Source: an optimization exercise on an open RTL-to-GDS flow (aim: small area, a short achievable clock period and few clock cycles). Production flows keep margins and buffers that such runs may drop. Only simulation tests tie the RTL to the original design; equivalence was not proved. Power figures rest on the tool's default switching activity, not on a simulated workload.

Design usb_uart_bridge, start of the top module:
module usb_uart_bridge (
    input  wire        clk,
    input  wire        rst,
    input  wire        cmd_valid,
    input  wire [7:0]  cmd_data,
    output wire        cmd_ready,
    output reg         ev_valid,
    output reg  [3:0]  ev_code,
    output reg  [31:0] ev_data,
    input  wire        ev_ready
);
    localparam [3:0] EV_BRR      = 4'h0,
                     EV_SETCR    = 4'h1,
                     EV_CLRCR    = 4'h2,
                     EV_READDR   = 4'h3,
                     EV_WRITEDR  = 4'h4,
                     EV_NVIC     = 4'h5,
                     EV_REGOUT   = 4'h6,
                     EV_CFGEP    = 4'h7,
                     EV_USBREAD  = 4'h8,
                     EV_WDATA    = 4'h9,
                     EV_USBWRITE = 4'hA,
                     EV_CLEARNAK = 4'hB,
                     EV_RETURN   = 4'hC,
                     EV_RESULT   = 4'hD,
                     EV_LINEOUT  = 4'hE,
                     EV_HALT     = 4'hF;
    localparam [2:0] P_OP    = 3'd0,    
  ...
Settings: LEC_CHECK=0, ABC_CLOCK_PERIOD_IN_PS=3000, CAP_MARGIN=20, CORE_MARGIN=2, CORE_UTILIZATION=65, CTS_BUF_LIST=sky130_fd_sc_hd__clkbuf_4 sky130_fd_sc_hd__clkbuf_8, CTS_CLUSTER_DIAMETER=50, CTS_CLUSTER_SIZE=12, SETUP_SLACK_MARGIN=4.3, SLEW_MARGIN=20; clock period 7.0 ns.
run.sh (not shown) runs the stock make flow with config.mk's settings and CLKGATE_MAP_FILE= SYNTH_SCRIPT=/design/flow/synth_recipe.tcl, a recipe that flattens the netlist after the stock synthesis.
The baseline completed without violations.
Testbench counts at the start, summed over its fixed seeds: cycles 36,968.
Edit:
- ABC_CLOCK_PERIOD_IN_PS: 3000 -> 2800
- CTS_CLUSTER_SIZE: 12 -> 15
Sequential power hardly moves.
Synthesized area does not change.
Setup slack improved by 0.010 ns.
Sequential cell count does not change.
Core utilization stays flat.
Non-clock buffer count falls by 7.
Global-route usage is lower by 0.20 points.
Sequential share of layout area is about the same.

========
usb_uart_bridge, a different RTL version from the one above (not shown whole).
Size: roughly 1900 flip-flops, ~50 I/O pins.
clock: 7.0 ns
lec_check: 0
abc_clock_period_in_ps: 3000
cap_margin: 20
core_margin: 2
core_utilization: 65
cts_buf_list: sky130_fd_sc_hd__clkbuf_4 sky130_fd_sc_hd__clkbuf_8
setup_slack_margin: 4.0
slew_margin: 20
Testbench counts at the start, summed over its fixed seeds: cycles 36,968.
Change:
CTS_CLUSTER_DIAMETER = 50   (was default)
CTS_CLUSTER_SIZE = 12   (was default)
Combinational power increases by about 0.5%.
Non-clock buffer count increases by 9.
Routed wire length decreases by 1.2%.
Sequential share of layout area increases by 1.9 points.
Worst setup slack gets better by 0.040 ns.
Design area decreases by 2.8%.

========
Setup of oak:
Another version of the RTL of usb_uart_bridge (not shown whole).
For scale: ~4800 cells after synthesis, ~1800 flip-flops, about 72000 um2 of cells after synthesis.
==> flow/config.mk <==
export PLATFORM = sky130hd
export DESIGN_NAME = usb_uart_bridge
export DESIGN_NICKNAME = usb_uart_bridge
export VERILOG_FILES = /design/flow/design.v
export SDC_FILE = /design/flow/constraint.sdc
export NUM_CORES = 4
export LEC_CHECK = 0
export ABC_CLOCK_PERIOD_IN_PS = 2800
export CAP_MARGIN = 20
export CORE_MARGIN = 2
export CORE_UTILIZATION = 65
export CTS_BUF_LIST = sky130_fd_sc_hd__clkbuf_4 sky130_fd_sc_hd__clkbuf_8
export CTS_CLUSTER_DIAMETER = 50
export CTS_CLUSTER_SIZE = 12
export SETUP_SLACK_MARGIN = 4.3
export SLEW_MARGIN = 20
==> flow/constraint.sdc <==
create_clock -name core_clock -period 7.0 [get_ports {clk}]
set_input_delay 1.4000 -clock core_clock [delete_from_list [all_inputs] [get_ports {clk}]]
set_output_delay 1.4000 -clock core_clock [all_outputs]
set_load 0.01 [all_outputs]
oak has completed all stages; timing, DRC and antenna checks passed.
Testbench counts of oak, summed over its fixed seeds: cycles 36,968.
What pine does differently from oak at the input level:
diff --git a/flow/config.mk b/flow/config.mk
--- a/flow/config.mk
+++ b/flow/config.mk
@@ -6,5 +6,5 @@
 export NUM_CORES = 4
 export LEC_CHECK = 0
-export ABC_CLOCK_PERIOD_IN_PS = 2800
+export ABC_CLOCK_PERIOD_IN_PS = 3000
 export CAP_MARGIN = 20
 export CORE_MARGIN = 2
@@ -13,4 +13,4 @@
 export CTS_CLUSTER_DIAMETER = 50
 export CTS_CLUSTER_SIZE = 12
-export SETUP_SLACK_MARGIN = 4.3
+export SETUP_SLACK_MARGIN = 4.0
 export SLEW_MARGIN = 20
Results
Between pine and oak, length in cells of the worst reg-to-reg path is lower for pine, oak comes in above that.
Between oak and pine, the flow reports weighted congestion reported at the end of routability-driven placement increasing by a few percent.
pine leaves less setup margin than oak.
pine vs oak, wire length of the first global-routing pass went down by 2.3%.
Looking at critical path arrival, pine sits 0.24 ns higher than oak does.

[what the ideal ports hide]
The flow's constraints put no driver on any port. The routed layouts listed below were extracted and timed again, unchanged, in two steps.
Step 1, drivers: a clkbuf_16 drives clk and a buf_2 each remaining input, both assumed.
Step 2 also shifts input and output timing later by t, the mid clock arrival at the registers, as if the neighbouring blocks saw the same clock.
a / b / c = ideal / step 1 / step 2; a / b = the first two.
| run | t (ns) | setup WS [ns] | worst setup path at the end |
|---|---|---|---|
| the first run of note 1 | 0.973 | 4.149 / 4.072 / 3.359 | input to register |
| the second run of note 1 | 0.954 | 4.159 / 4.087 / 3.354 | input to register |
| the first run of note 2 | 1.015 | 3.934 / 3.934 / 3.120 | input to register |
| the second run of note 2 | 0.969 | 3.974 / 3.974 / 3.159 | input to register |
| oak | 0.950 | 4.087 / 4.087 / 3.204 | input to register |
| pine | 0.954 | 3.933 / 3.933 / 3.116 | input to register |
After both steps every run listed still meets setup and hold. For oak, which loses most, drivers alone change the setup slack by 0.000 ns; drivers and shift together by -0.883 ns.
